Source: an optimization exercise on an open RTL-to-GDS flow (aim: small area, a short achievable clock period and few clock cycles per item). Production flows keep margins and buffers that such runs may drop.
Only simulation tests tie the RTL to the original design; equivalence was not proved.

==> flow/design.v <==
module otsu_threshold (
    input  wire        clk,
    input  wire        rst,         
    input  wire        in_valid,
    output wire        in_ready,
    input  wire [31:0] in_data,
    input  wire        in_last,     
    input  wire [1:0]  in_count,    
    output wire        out_valid,
    input  wire        out_ready,
    output wire [7:0]  out_level
);
    localparam [1:0] S_LOAD = 2'd0,
                     S_SCAN = 2'd1,
                     S_DONE = 2'd2;
    reg  [1:0]  state;
    reg  [256*12-1:0] hist;
    reg  [31:0] buf_data;
    reg  [2:0]  buf_n;           
    reg         buf_last;        
    reg  [11:0] np;              
    reg  [19:0] sum;             
    reg  [7:0]  t;
    reg  [11:0] wb;
    reg  [19:0] sumb;
    reg  [63:0] best_num;
    reg  [23:0] best_den;
    reg  [7:0]  level;
    wire        pix_valid = (state == S_LOAD) && (buf_n != 3'd0);
    wire [7:0]  pix       = buf_data[7:0];
    wire        last_pix  = pix_valid && (buf_n == 3'd1) && buf_last;
    assign in_ready  = (state == S_LOAD) &&
                       ((buf_n == 3'd0) || ((buf_n == 3'd1) && !buf_last));
    wire        accept   = in_valid && in_ready;
    assign out_valid = (state == S_DONE);
    assign out_level = level;
    wire        clear    = rst || (out_valid && out_ready);
    wire [7:0]  rd_idx   = (state == S_SCAN) ? t : pix;
    wire [11:0] rd_val   = hist[rd_idx*12 +: 12];
    wire [11:0] wb_n     = wb + rd_val;
    wire [19:0] sumb_n   = sumb + t * rd_val;
    wire [11:0] wf_n     = np - wb_n;
    wire [31:0] prod_b   = sumb_n * np;
    wire [31:0] prod_a   = sum * wb_n;
    wire [31:0] adiff    = (prod_b >= prod_a) ? prod_b - prod_a : prod_a - prod_b;
    wire [63:0] num      = adiff * adiff;
    wire [23:0] den      = wb_n * wf_n;
    wire [87:0] lhs      = num * best_den;
    wire [87:0] rhs      = best_num * den;
    wire        better   = lhs >= rhs;
    integer i;
    always @(posedge clk) begin
        if (clear) begin
            hist <= {256*12{1'b0}};
        end else if (pix_valid) begin
            for (i = 0; i < 256; i = i + 1)
                if (pix == i[7:0])
                    hist[i*12 +: 12] <= rd_val + 12'd1;
        end
    end
    always @(posedge clk) begin
        if (clear) begin
            state    <= S_LOAD;
            buf_n    <= 3'd0;
            buf_last <= 1'b0;
            np       <= 12'd0;
            sum      <= 20'd0;
        end else begin
            case (state)
                S_LOAD: begin
                    if (pix_valid) begin
                        np       <= np + 12'd1;
                        sum      <= sum + {12'd0, pix};
                        buf_data <= buf_data >> 8;
                        buf_n    <= buf_n - 3'd1;
                    end
                    if (accept) begin
                        buf_data <= in_data;
                        buf_n    <= in_last ? {1'b0, in_count} + 3'd1 : 3'd4;
                        buf_last <= in_last;
                    end
                    if (last_pix) begin
                        state    <= S_SCAN;
                        buf_last <= 1'b0;
                        t        <= 8'd0;
                        wb       <= 12'd0;
                        sumb     <= 20'd0;
                        best_num <= 64'd0;
                        best_den <= 24'd1;
                        level    <= 8'd0;
                    end
                end
                S_SCAN: begin
                    t    <= t + 8'd1;
                    wb   <= wb_n;
                    sumb <= sumb_n;
                    if (wb_n != 12'd0) begin
                        if (wf_n == 12'd0) begin
                            state <= S_DONE;
                        end else if (better) begin
                            best_num <= num;
                            best_den <= den;
                            level    <= t;
                        end
                    end
                    if (t == 8'd255)
                        state <= S_DONE;
                end
                default: ;    
            endcase
        end
    end
endmodule
==> flow/run.sh <==
#!/bin/bash
# synth_recipe.tcl (not shown) runs the flow's synth.tcl, then flattens the netlist and writes it again
# the make line also repeats each setting of config.mk as NAME=value (left out here)
make -C /OpenROAD-flow-scripts/flow DESIGN_CONFIG=/design/flow/config.mk WORK_HOME=/design/flow/orfs CLKGATE_MAP_FILE= SYNTH_SCRIPT=/design/flow/synth_recipe.tcl finish
==> flow/config.mk <==
export PLATFORM = sky130hd
export DESIGN_NAME = otsu_threshold
export DESIGN_NICKNAME = otsu_threshold
export VERILOG_FILES = /design/flow/design.v
export SDC_FILE = /design/flow/constraint.sdc
export NUM_CORES = 8
export LEC_CHECK = 0
export CAP_MARGIN = 20
export CORE_MARGIN = 2
export CORE_UTILIZATION = 30
export PLACE_DENSITY = 0.45
export SLEW_MARGIN = 20
==> flow/constraint.sdc <==
create_clock -name core_clock -period 45.0 [get_ports {clk}]
set_input_delay 9.0000 -clock core_clock [delete_from_list [all_inputs] [get_ports {clk}]]
set_output_delay 9.0000 -clock core_clock [all_outputs]
set_load 0.01 [all_outputs]
==> notes.md <==
## synthesized netlist by cell type, types with 156 or more instances
master | count | share of area
mux4_2 | 228 | 0.017
mux2i_1 | 639 | 0.022
nand2b_1 | 156 | 0.0033
fa_1 | 4049 | 0.27
nor2_1 | 1274 | 0.016
nand2_1 | 7510 | 0.095
inv_1 | 4285 | 0.054
clkbuf_1 | 2111 | 0.027
and2_1 | 1225 | 0.026
a211oi_1 | 197 | 0.0050
ha_1 | 1138 | 0.048
dfxtp_1 | 3110 | 0.21
nand3_1 | 1526 | 0.026
o21ai_0 | 1801 | 0.030
edfxtp_1 | 167 | 0.017
o31ai_1 | 245 | 0.0062
buf_2 | 285 | 0.0048
a21o_1 | 226 | 0.0057
nand4_1 | 221 | 0.0047
xnor2_1 | 278 | 0.0082
a21oi_1 | 2678 | 0.045
o311ai_0 | 267 | 0.0079
a31oi_1 | 191 | 0.0040
## sequential cells by signal (all words and copies together) (netlist names)
register and count:
best_num 63, best_den 24, level 8, hist 3072
state 2, sumb 20, wb 12, buf_n 3
buf_last 1, buf_data 32, np 12, t 8
sum 20
## layout make-up
type	instances	area [um2]	share of cell area
Clock inverter	110	1320	0.00405
Inverter	4298	16100	0.0497
Timing Repair Buffer	951	7820	0.0241
Multi-Input combinational cell	25400	205000	0.630
Antenna cell	68	170	0.000524
Clock buffer	568	11100	0.0341
Sequential cell	3277	67300	0.207
Tap cell	13200	16500	0.0509
## critical path, delay by kind of cell, from the launching register on
family	cells	cell delay [ps]
buf+inv	27	5110
mux	1	350
flops	1	700
xor+xnor	4	1390
compound gates	39	13380
simple gates	17	5370
fa+ha+maj	30	13760
## metrics by stage
| stage | cells | utilization | setup slack [ps] | area (um2) |
|---|---|---|---|---|
| 2_1_floorplan | 35600 | - | 11400 | 297000 |
| 5_1_grt | 47800 | 0.329 | 2170 | 325000 |
| 4_1_cts | 47800 | 0.329 | 4100 | 325000 |
| 3_5_place_dp | 47100 | 0.316 | 4270 | 312000 |
| 3_3_place_gp | 47100 | 0.316 | 3870 | 312000 |
| 6_report | 47900 | 0.329 | 4000 | 325000 |
## kinds of logic after synthesis
logic type / synth area share
and+or+nand+nor: 0.182
buffers and inverters: 0.0928
AOI/OAI and AO/OA: 0.126
adders and majority gates: 0.321
DFF: 0.226
muxes: 0.0392
xor gates and xnor gates: 0.0125
other: 0.0000253
## routing by layer
layer	vias up	wire, um	global-route usage
li1	112000	-	-
met1	131000	525000	0.327
met2	11500	588000	0.408
met3	2771	102000	0.0435
met4	34	81200	0.136
met5	-	385	0.00113
## final timing paths
check                 endpoint  slack, ps  depth (start not counted)
hold / removal      hist[1380]        450                          2
setup reg to reg  best_num[17]       4000                        118
hold reg to reg     hist[1380]        450                          2
setup / recovery  best_num[17]       4000                        118
==> results.sh <==
export IMPL_outcome="complete, no violations"
export IMPL_crit_fanout=61
export IMPL_setup_viol=0
export IMPL_slew_viol_final=0
export IMPL_nets=39500
export IMPL_min_period_over_period=0.911
export IMPL_finalSetupTns_ps=0
export IMPL_cts_resized=0
export IMPL_clock_fmax_mhz=24.4
export IMPL_ios=49
export IMPL_drc=0
export IMPL_drive_above_1_share=0.0624
export IMPL_synth_edff_count=167
export IMPL_grt_overflow=0
export IMPL_clkTransAtPathRegs_ps=60
export IMPL_skew_ps=84.0
export IMPL_crit_top_cell="fa_1"
export IMPL_cts_made_buffers=376
export IMPL_min_from="hist[1380]"
export IMPL_core_area_um2=987000
export IMPL_drtPass1Iterations=8
export IMPL_ys_types=103
export IMPL_grt_pass1_wl_mm=1880
export IMPL_synth_avg_cell_area_um2=8.36
export IMPL_syn_area_um2=297000
export IMPL_critPathKind="flip-flop to flip-flop"
export IMPL_vias=257000
export IMPL_synthArstFlopShare=0
export IMPL_grt_max_degree=217
export IMPL_cp_arrival_ps=41670
export IMPL_setup_worst_path_start_class="flip-flop"
export IMPL_crit_required_ps=45670
export IMPL_maxSlewHeadroom=0.125
export IMPL_min_path_type="flip-flop to flip-flop"
export IMPL_seq_area_frac_synth=0.226
export IMPL_nFillCells=104000
export IMPL_crit_slowest_cell="a211oi_1"
export IMPL_root_buffer="clkbuf_16"
export IMPL_ys_seq_elements=3277
export IMPL_avgRoutedWirePerCell_um=27.1
export IMPL_grt_pass1_vias=261000
export IMPL_cts_tree="yes"
export IMPL_clkLatencyLatePin_ps=1080
export IMPL_routed_via_density=5.38
export IMPL_setup_worst_path_start="state[1]"
export IMPL_reg2reg_from="state[1]"
export IMPL_initial_core_util=0.301
export IMPL_syn2layout_area_growth_pct=9.33
export IMPL_dp_hpwl_mm=893
export IMPL_die_w_um=999
export IMPL_port_buffers=48
export IMPL_cts_htree_levels=5
export IMPL_holdBufCountCts=0
export IMPL_slowest_delay_ps=1040
export IMPL_maxCapViolations=0
export IMPL_die_h_um=999
export IMPL_clock_sinks=3277
export IMPL_ant_nets=0
export IMPL_synthCells=35500
export IMPL_gp_congestion=0.920
export IMPL_dieArea_um2=999000
export IMPL_postCtsSetupBuffers=0
export IMPL_final_cell_mix="nand2_1, inv_1, fa_1"
export IMPL_cp_end_kind="flip-flop"
export IMPL_synth_warnings=1
export IMPL_final_min_clock_period_ps=41000
export IMPL_dr_first_iter_drc_count=26200
export IMPL_mostFrequentLayoutCell="nand2_1"
export IMPL_grt_util_all_layers=0.254
export IMPL_tightest_slew_ps=1300
export IMPL_synth_ff_type="dfxtp_1"
export IMPL_hold_viol=0
export IMPL_grt_setup_unrepaired="no"
export IMPL_hold_slack_ps=451
export IMPL_antenna_found_initial=96
export IMPL_routed_wl_mm=1300
export IMPL_rows=365
export IMPL_cts_buffer_depth=4
Testbench counts, summed over its fixed seeds: cycles 172,826, images 64.

-- port drivers added, routing unchanged --
The results above use ideal ports. As a check the final layout listed here was re-extracted and re-timed, cells and wires unchanged. Step 1 assumes that a clkbuf_16 drives the clock port and a buf_2 every other input. Step 2 also shifts input and output timing later by t, the mid clock arrival at the registers, as if the neighbouring blocks saw the same clock. Slacks: ideal ports / drivers / drivers and shift; pairs: ideal ports / drivers.
t (ns): 1.154
setup slack, ns: 3.997 / 3.997 / 3.997
clock arrival spread, ns: 0.084 / 0.084
After both steps this run still meets setup and hold. For this run, drivers alone change the setup slack by 0.000 ns; drivers and shift together by 0.000 ns.
